Source: an optimization exercise on an open RTL-to-GDS flow (aim: small area, a short achievable clock period and few clock cycles). Production flows keep margins and buffers that such runs may drop. In this exercise RTL edits were held to simulation tests only and were not proved equivalent to the original.

==> 02-25: inputs <==
==> flow/design.v <==
module hbd_field_unit (
    input  wire         clk,
    input  wire         rst_n,
    input  wire         start,
    input  wire [2:0]   op,
    input  wire         sel,
    input  wire [127:0] a,
    input  wire [127:0] b,
    input  wire [127:0] p,
    output reg          busy,
    output reg          done,
    output reg  [1:0]   err,
    output reg  [127:0] result
);
    localparam [2:0] OP_FADD = 3'd0,
                     OP_FSUB = 3'd1,
                     OP_FMUL = 3'd2,
                     OP_FNEG = 3'd3,
                     OP_FINV = 3'd4,
                     OP_FSEL = 3'd5;
    localparam [1:0] ERR_NONE    = 2'd0,
                     ERR_RANGE   = 2'd1,
                     ERR_ILLEGAL = 2'd2;
    localparam [3:0] S_IDLE = 4'd0,
                     S_CHKA = 4'd1,    
                     S_CHKB = 4'd2,    
                     S_NEG  = 4'd3,    
                     S_LDA  = 4'd4,    
                     S_ADD  = 4'd5,    
                     S_FIX  = 4'd6,    
                     S_FWD  = 4'd7,    
                     S_MM   = 4'd8,    
                     S_CPY  = 4'd9;    
    localparam [2:0] F_PRE2 = 3'd0,    
                     F_PRE3 = 3'd1,    
                     F_SQ1  = 3'd2,    
                     F_SQ2  = 3'd3,    
                     F_ML   = 3'd4,    
                     F_FIN  = 3'd5;    
    localparam [1:0] Y_R = 2'd0, Y_V = 2'd1, Y_T3 = 2'd2;
    reg [3:0]   state;
    reg [2:0]   op_q;
    reg         sel_q;
    reg         a_bad;
    reg         sub1;                  
    reg [127:0] v;
    reg [128:0] r;
    reg [128:0] t3;
    reg [127:0] p_q;
    reg [3:0]   pinv;                  
    reg [129:0] S;
    reg [129:0] C;
    reg         ci;
    reg [3:0]   d_q;                   
    reg [3:0]   dn_q;                  
    reg [3:0]   yp_q;                  
    reg [3:0]   dyp_q;                 
    reg [5:0]   cnt;
    reg [7:0]   fcnt;
    reg [5:0]   wcnt;
    reg [2:0]   fph;
    reg         r_one;                 
    reg [1:0]   ysel;
    reg [1:0]   wq;                    
    reg [128:0] y;
    always @(*) begin
        case (ysel)
            Y_R:     y = r;
            Y_V:     y = {1'b0, v};
            default: y = t3;
        endcase
    end
    reg  [129:0] Z;
    reg  [1:0]   zsel;
    wire         add_sc = (state == S_ADD);
    always @(*) begin
        case (zsel)
            2'd0:    Z = {1'b0, v, 1'b0};
            2'd1:    Z = {2'b00, v};
            default: Z = {1'b0, r};
        endcase
    end
    wire [129:0] ax   = add_sc ? S : Z;
    wire [129:0] ay   = add_sc ? C : ~{2'b00, p_q};
    wire         acin = add_sc ? ci : 1'b1;
    wire [130:0] asum = {1'b0, ax} + {1'b0, ay} + {130'd0, acin};
    wire [128:0] T    = asum[128:0];
    wire         Dneg = !asum[130];
    wire [127:0] Zred = Dneg ? Z[127:0] : asum[127:0];
    wire [3:0]   lo  = S[3:0] + C[3:0] + {3'd0, ci};
    wire [7:0]   lp  = lo * pinv;
    wire [3:0]   q   = lp[3:0] + dyp_q;
    wire [133:0] rS  = {4'd0, S};
    wire [133:0] rC  = {4'd0, C};
    wire [133:0] y0  = d_q[0] ? {5'd0, y}       : 134'd0;
    wire [133:0] y1  = d_q[1] ? {4'd0, y, 1'b0} : 134'd0;
    wire [133:0] y2  = d_q[2] ? {3'd0, y, 2'b0} : 134'd0;
    wire [133:0] y3  = d_q[3] ? {2'd0, y, 3'b0} : 134'd0;
    wire [133:0] p0  = q[0] ? {6'd0, p_q}       : 134'd0;
    wire [133:0] p1  = q[1] ? {5'd0, p_q, 1'b0} : 134'd0;
    wire [133:0] p2  = q[2] ? {4'd0, p_q, 2'b0} : 134'd0;
    wire [133:0] p3  = q[3] ? {3'd0, p_q, 3'b0} : 134'd0;
    wire [133:0] s1a = rS ^ rC ^ y0;
    wire [133:0] c1a = {((rS & rC) | (rS & y0) | (rC & y0)), ci};
    wire [133:0] s1b = y1 ^ y2 ^ y3;
    wire [133:0] c1b = {((y1 & y2) | (y1 & y3) | (y2 & y3)), 1'b0};
    wire [133:0] s2a = s1a ^ c1a ^ s1b;
    wire [133:0] c2a = {((s1a & c1a) | (s1a & s1b) | (c1a & s1b)), 1'b0};
    wire [133:0] s3a = s2a ^ c2a ^ c1b;
    wire [133:0] c3a = {((s2a & c2a) | (s2a & c1b) | (c2a & c1b)), 1'b0};
    wire [133:0] s1q = p0 ^ p1 ^ p2;
    wire [133:0] c1q = {((p0 & p1) | (p0 & p2) | (p1 & p2)), 1'b0};
    wire [133:0] s4a = s3a ^ c3a ^ p3;
    wire [133:0] c4a = {((s3a & c3a) | (s3a & p3) | (c3a & p3)), 1'b0};
    wire [133:0] s4b = s4a ^ c4a ^ s1q;
    wire [133:0] c4b = {((s4a & c4a) | (s4a & s1q) | (c4a & s1q)), 1'b0};
    wire [133:0] s5  = s4b ^ c4b ^ c1q;
    wire [133:0] c5  = {((s4b & c4b) | (s4b & c1q) | (c4b & c1q)), 1'b0};
    wire [129:0] S_mm  = s5[133:4];
    wire [129:0] C_mm  = c5[133:4];
    wire         ci_mm = |s5[3:0];
    wire [131:0] r_pad = {3'd0, r};
    wire [5:0]   cnt2  = cnt + 6'd2;
    wire [3:0]   d_far = r_pad[{cnt2, 2'b00} +: 4];
    wire [7:0]   dyp_n = dn_q * yp_q;
    wire [127:0] e_val = p_q - 128'd2;
    wire [1:0]   w_nx  = e_val[{~wcnt, 1'b0} +: 2];
    wire [3:0]   pl   = p_q[3:0];
    wire [7:0]   pl2  = pl * pl;
    wire [3:0]   t2c  = 4'd2 - pl2[3:0];
    wire [7:0]   inv8 = pl * t2c;
    wire [3:0]   pinv_c = 4'd0 - inv8[3:0];
    wire uses_b  = (op_q == OP_FADD) || (op_q == OP_FSUB) ||
                   (op_q == OP_FMUL) || (op_q == OP_FSEL);
    wire illegal = (op_q == 3'd6) || (op_q == 3'd7);
    wire is_inv  = (op_q == OP_FINV);
    reg [3:0]   state_nx;
    reg [128:0] r_nx;
    reg [127:0] v_nx;
    reg         t3_we;
    reg [1:0]   ysel_nx;
    reg         mm_go;                 
    reg [2:0]   fph_nx;
    reg         r_one_nx;
    reg [5:0]   wcnt_nx;
    always @(*) begin
        case (state)
            S_CHKA:  zsel = 2'd1;
            S_FWD:   zsel = 2'd0;
            default: zsel = 2'd2;
        endcase
    end
    always @(*) begin
        state_nx = state;
        r_nx     = r;
        v_nx     = v;
        t3_we    = 1'b0;
        ysel_nx  = ysel;
        mm_go    = 1'b0;
        fph_nx   = fph;
        r_one_nx = r_one;
        wcnt_nx  = wcnt;
        case (state)
            S_IDLE: begin
                r_nx    = {1'b0, b};
                v_nx    = a;
                ysel_nx = Y_V;
                if (start) state_nx = S_CHKA;
            end
            S_CHKA: begin
                state_nx = illegal ? S_IDLE : S_CHKB;
            end
            S_CHKB: begin
                if (a_bad || (uses_b && Dneg == 1'b0)) begin
                    state_nx = S_IDLE;
                end else begin
                    case (op_q)
                        OP_FADD: state_nx = S_LDA;
                        OP_FSUB: state_nx = S_NEG;
                        OP_FNEG: begin
                            r_nx     = y;          
                            state_nx = S_NEG;
                        end
                        OP_FSEL: begin
                            if (!sel_q) r_nx = y;  
                            state_nx = S_FIX;
                        end
                        default: state_nx = S_FWD;
                    endcase
                end
            end
            S_NEG, S_LDA: state_nx = S_ADD;
            S_FWD: begin
                v_nx = Zred;
                if (fcnt == 8'd131) begin
                    if (is_inv) begin
                        state_nx = S_CPY;
                    end else begin
                        ysel_nx = Y_V;
                        mm_go   = 1'b1;
                    end
                end
            end
            S_CPY: begin
                r_nx    = y;                       
                ysel_nx = Y_V;
                fph_nx  = F_PRE2;
                mm_go   = 1'b1;
            end
            S_MM: begin
                if (cnt == 6'd32) state_nx = S_ADD;
            end
            S_ADD: begin
                if (is_inv) begin
                    case (fph)
                        F_PRE2: begin                  
                            r_nx    = T;
                            ysel_nx = Y_V;
                            fph_nx  = F_PRE3;
                            mm_go   = 1'b1;
                        end
                        F_PRE3: begin                  
                            t3_we    = 1'b1;
                            ysel_nx  = Y_R;
                            fph_nx   = F_SQ1;
                            r_one_nx = 1'b1;
                            wcnt_nx  = 6'd0;
                            mm_go    = 1'b1;
                        end
                        F_SQ1: begin                   
                            if (!r_one) r_nx = T;
                            ysel_nx = (wq == 2'd2) ? Y_V : Y_R;
                            fph_nx  = F_SQ2;
                            mm_go   = 1'b1;
                        end
                        F_SQ2: begin                   
                            if (wq == 2'd2) begin
                                r_nx     = r_one ? y : T;
                                r_one_nx = 1'b0;
                                ysel_nx  = Y_R;
                            end else begin
                                if (!r_one) r_nx = T;
                                ysel_nx = (wq == 2'd3) ? Y_T3 : Y_V;
                            end
                            fph_nx = F_ML;
                            mm_go  = 1'b1;
                        end
                        F_ML: begin                    
                            if (wq == 2'd2) begin
                                r_nx = T;
                            end else if (wq != 2'd0) begin
                                r_nx     = r_one ? y : T;
                                r_one_nx = 1'b0;
                            end
                            wcnt_nx = wcnt + 6'd1;
                            mm_go   = 1'b1;
                            if (wcnt == 6'd63) begin
                                v_nx    = 128'd1;
                                ysel_nx = Y_V;
                                fph_nx  = F_FIN;
                            end else begin
                                ysel_nx = Y_R;
                                fph_nx  = F_SQ1;
                            end
                        end
                        default: begin             
                            r_nx     = T;
                            state_nx = S_FIX;
                        end
                    endcase
                end else begin
                    r_nx     = T;
                    state_nx = sub1 ? S_LDA : S_FIX;
                end
            end
            S_FIX: state_nx = S_IDLE;
            default: state_nx = S_IDLE;
        endcase
        if (mm_go) state_nx = S_MM;
    end
    reg [3:0] ylo_nx;
    always @(*) begin
        case (ysel_nx)
            Y_R:     ylo_nx = r_nx[3:0];
            Y_V:     ylo_nx = v_nx[3:0];
            default: ylo_nx = t3[3:0];
        endcase
    end
    wire [7:0] yp_nx  = ylo_nx * pinv;
    wire [7:0] dyp_0  = r_nx[3:0] * yp_nx[3:0];
    always @(posedge clk) begin
        r    <= r_nx;
        v    <= v_nx;
        ysel <= ysel_nx;
        fph  <= fph_nx;
        r_one <= r_one_nx;
        wcnt <= wcnt_nx;
        wq   <= w_nx;
        if (t3_we) t3 <= T;
        if (state == S_IDLE) begin
            op_q  <= op;
            sel_q <= sel;
            p_q   <= p;
        end
        if (state == S_CHKA) begin
            a_bad <= !Dneg;
            pinv  <= pinv_c;
        end
        if (state == S_CHKB) begin
            sub1 <= (op_q == OP_FSUB);
            fcnt <= 8'd0;
        end
        if (state == S_FWD) fcnt <= fcnt + 8'd1;
        if (state == S_ADD) sub1 <= 1'b0;
        if (mm_go) begin
            S     <= 130'd0;
            C     <= 130'd0;
            ci    <= 1'b0;
            cnt   <= 6'd0;
            d_q   <= r_nx[3:0];
            dn_q  <= r_nx[7:4];
            yp_q  <= yp_nx[3:0];
            dyp_q <= dyp_0[3:0];
        end else if (state == S_MM) begin
            S     <= S_mm;
            C     <= C_mm;
            ci    <= ci_mm;
            cnt   <= cnt + 6'd1;
            d_q   <= dn_q;
            dn_q  <= d_far;
            dyp_q <= dyp_n[3:0];
        end else if (state == S_NEG) begin
            S  <= {2'b00, p_q};
            C  <= ~{1'b0, r};
            ci <= 1'b1;
        end else if (state == S_LDA) begin
            S  <= {2'b00, v};
            C  <= {1'b0, r};
            ci <= 1'b0;
        end
        if (!rst_n) begin
            state  <= S_IDLE;
            busy   <= 1'b0;
            done   <= 1'b0;
            err    <= ERR_NONE;
            result <= 128'd0;
        end else begin
            state <= state_nx;
            done  <= 1'b0;
            case (state)
                S_IDLE: if (start) busy <= 1'b1;
                S_CHKA: if (illegal) begin
                    err  <= ERR_ILLEGAL;
                    done <= 1'b1;
                    busy <= 1'b0;
                end
                S_CHKB: if (a_bad || (uses_b && !Dneg)) begin
                    err  <= ERR_RANGE;
                    done <= 1'b1;
                    busy <= 1'b0;
                end
                S_FIX: begin
                    result <= Zred;
                    err    <= ERR_NONE;
                    done   <= 1'b1;
                    busy   <= 1'b0;
                end
                default: ;
            endcase
        end
    end
endmodule
==> flow/run.sh <==
#!/bin/bash
# synth_recipe.tcl (not shown) runs the flow's synth.tcl, then flattens the netlist and writes it again
# the make line also repeats each setting of config.mk as NAME=value (left out here)
make -C /OpenROAD-flow-scripts/flow DESIGN_CONFIG=/design/flow/config.mk WORK_HOME=/design/flow/orfs CLKGATE_MAP_FILE= SYNTH_SCRIPT=/design/flow/synth_recipe.tcl finish
==> flow/config.mk <==
export PLATFORM = sky130hd
export DESIGN_NAME = hbd_field_unit
export DESIGN_NICKNAME = hbd_field_unit
export VERILOG_FILES = /design/flow/design.v
export SDC_FILE = /design/flow/constraint.sdc
export NUM_CORES = 4
export LEC_CHECK = 0
export CAP_MARGIN = 20
export CORE_MARGIN = 2
export CORE_UTILIZATION = 40
export PLACE_DENSITY = 0.6
export SETUP_SLACK_MARGIN = 5
export SLEW_MARGIN = 40
==> flow/constraint.sdc <==
create_clock -name core_clock -period 12.0 [get_ports {clk}]
set_input_delay 2.4000 -clock core_clock [delete_from_list [all_inputs] [get_ports {clk}]]
set_output_delay 2.4000 -clock core_clock [all_outputs]
set_load 0.01 [all_outputs]
==> inputs of 09-28, as changes to 02-25 <==
--- a/flow/design.v
+++ b/flow/design.v
@@ -71,8 +71,8 @@
         endcase
     end
     reg  [129:0] Z;
-    reg  [1:0]   zsel;
-    wire         add_sc = (state == S_ADD);
+    reg  [1:0]   zsel;                 
+    reg          add_sc;
     always @(*) begin
         case (zsel)
             2'd0:    Z = {1'b0, v, 1'b0};
@@ -143,13 +143,7 @@
     reg [2:0]   fph_nx;
     reg         r_one_nx;
     reg [5:0]   wcnt_nx;
-    always @(*) begin
-        case (state)
-            S_CHKA:  zsel = 2'd1;
-            S_FWD:   zsel = 2'd0;
-            default: zsel = 2'd2;
-        endcase
-    end
+    wire [3:0]  st_next = rst_n ? state_nx : S_IDLE;
     always @(*) begin
         state_nx = state;
         r_nx     = r;
@@ -192,7 +186,7 @@
             S_NEG, S_LDA: state_nx = S_ADD;
             S_FWD: begin
                 v_nx = Zred;
-                if (fcnt == 8'd131) begin
+                if (fcnt == (is_inv ? 8'd131 : 8'd127)) begin
                     if (is_inv) begin
                         state_nx = S_CPY;
                     end else begin
@@ -208,7 +202,7 @@
                 mm_go   = 1'b1;
             end
             S_MM: begin
-                if (cnt == 6'd32) state_nx = S_ADD;
+                if (cnt == (is_inv ? 6'd32 : 6'd31)) state_nx = S_ADD;
             end
             S_ADD: begin
                 if (is_inv) begin
@@ -338,6 +332,12 @@
             C  <= {1'b0, r};
             ci <= 1'b0;
         end
+        add_sc <= (st_next == S_ADD);
+        case (st_next)
+            S_CHKA:  zsel <= 2'd1;
+            S_FWD:   zsel <= 2'd0;
+            default: zsel <= 2'd2;
+        endcase
         if (!rst_n) begin
             state  <= S_IDLE;
             busy   <= 1'b0;
CORE_UTILIZATION = 45   (was 40)
PLACE_DENSITY = 0.62   (was 0.6)
==> qor summary <==
quantity	09-28	02-25
Result of the run	no timing/DRC/antenna violations	no timing/DRC/antenna violations
Worst endpoint data arrival time	8.12 ns	8.27 ns
R2r worst-path depth	30	36
Critical Path Fanout Max	29	16
Multi-input gate area	0.0665 sq mm	0.0655 sq mm
Overall fraction of global-route tracks in use	0.383	0.365
Post CTS Setup Buffer Count	78	59
Number of antenna repair diodes	13	17
Post-CTS Resized	152	103
NumNets Final	13100	13100
Placed insts	14100	14400
Well tap count	2838	3185
Adder and majority cell fraction of the synthesized area	0.233	0.236
Final critical delay including setup and external delays	7.56 ns	7.69 ns
Count of multi-input gates	8492	8517
Mapped cell area	0.0976 sq mm	0.0966 sq mm
WL per Instance	30.6 microns	31.2 microns
Testbench counts of 02-25, summed over its fixed seeds: cycles 155,952.
Testbench counts of 09-28, summed over its fixed seeds: cycles 154,592.


==> trial 73 <==
hbd_field_unit, a different RTL version from the one above (not shown whole).
// hbd_field_unit
module hbd_field_unit (
    input  wire         clk,
    input  wire         rst_n,
    input  wire         start,
    input  wire [2:0]   op,
    input  wire         sel,
    input  wire [127:0] a,
    input  wire [127:0] b,
    input  wire [127:0] p,
    output reg          busy,
    output reg          done,
    output reg  [1:0]   err,
    output reg  [127:0] result
);
export LEC_CHECK = 0
export CAP_MARGIN = 20
export CORE_MARGIN = 2
export CORE_UTILIZATION = 50
export PLACE_DENSITY = 0.66
export SLEW_MARGIN = 40
create_clock -name core_clock -period 12.0 [get_ports {clk}]
standard.sh (not shown) runs the stock make flow with config.mk's settings and CLKGATE_MAP_FILE= SYNTH_SCRIPT=/design/flow/synth_recipe.tcl, a recipe that flattens the netlist after the stock synthesis.
==> flow/flow/run.sh <==
#!/bin/bash
set -euo pipefail
bash standard.sh SETUP_SLACK_MARGIN=6.0 cts > flow_make_cts.log 2>&1
bash standard.sh SETUP_SLACK_MARGIN=5.8 finish > flow_make_finish.log 2>&1
==> trial 96 (differences from trial 73) <==
==> flow/flow/run.sh (replaced) <==
#!/bin/bash
set -euo pipefail
bash standard.sh SETUP_SLACK_MARGIN=7.5 finish > flow_make.log 2>&1
CORE_UTILIZATION = 45   (was 50)
PLACE_DENSITY = 0.62   (was 0.66)
==> summary of the runs <==
In synthesized cell count, trial 73 and trial 96 do not differ.
Against trial 73, the global-route usage of trial 96 is lower by 1.4 points.
In trial 73 the wire length is lower than in trial 96, by 8.5%.
Against trial 96, the hold slack of trial 73 is lower by 0.53 ps.
In trial 73 the first-iteration DRC count is larger than in trial 96, by 1.5%.
In trial 96 the fmax is larger than in trial 73, by 3.3%.
Testbench counts of trial 73, summed over its fixed seeds: cycles 155,664.
Testbench counts of trial 96, summed over its fixed seeds: cycles 155,664.

[port drivers added, routing unchanged]
In the flow no input, the clock included, has a driving cell. The finished layouts below were timed again as built, in two steps. Step 1, drivers: a clkbuf_16 drives clk and a buf_2 each remaining input, both assumed. Step 2 also shifts input and output timing later by t, the mid clock arrival at the registers, as if the neighbouring blocks saw the same clock. Slacks: ideal ports / drivers / drivers and shift; pairs: ideal ports / drivers.
run | shift t [ns] | setup slack, ns | slew at the worst register clock pin (ns) | worst slew at a driven data input, ns
02-25 | 0.952 | 4.307 / 4.307 / 4.247 | 0.07 / 0.07 | 0.11
09-28 | 0.918 | 4.444 / 4.444 / 4.444 | 0.07 / 0.07 | 0.13
trial 73 | 0.917 | 5.850 / 5.850 / 5.082 | 0.07 / 0.07 | 0.14
trial 96 | 0.943 | 6.044 / 6.044 / 5.637 | 0.07 / 0.07 | 0.12
After both steps every run listed still meets setup and hold. For trial 73, which loses most, drivers alone change the setup slack by 0.000 ns; drivers and shift together by -0.768 ns.
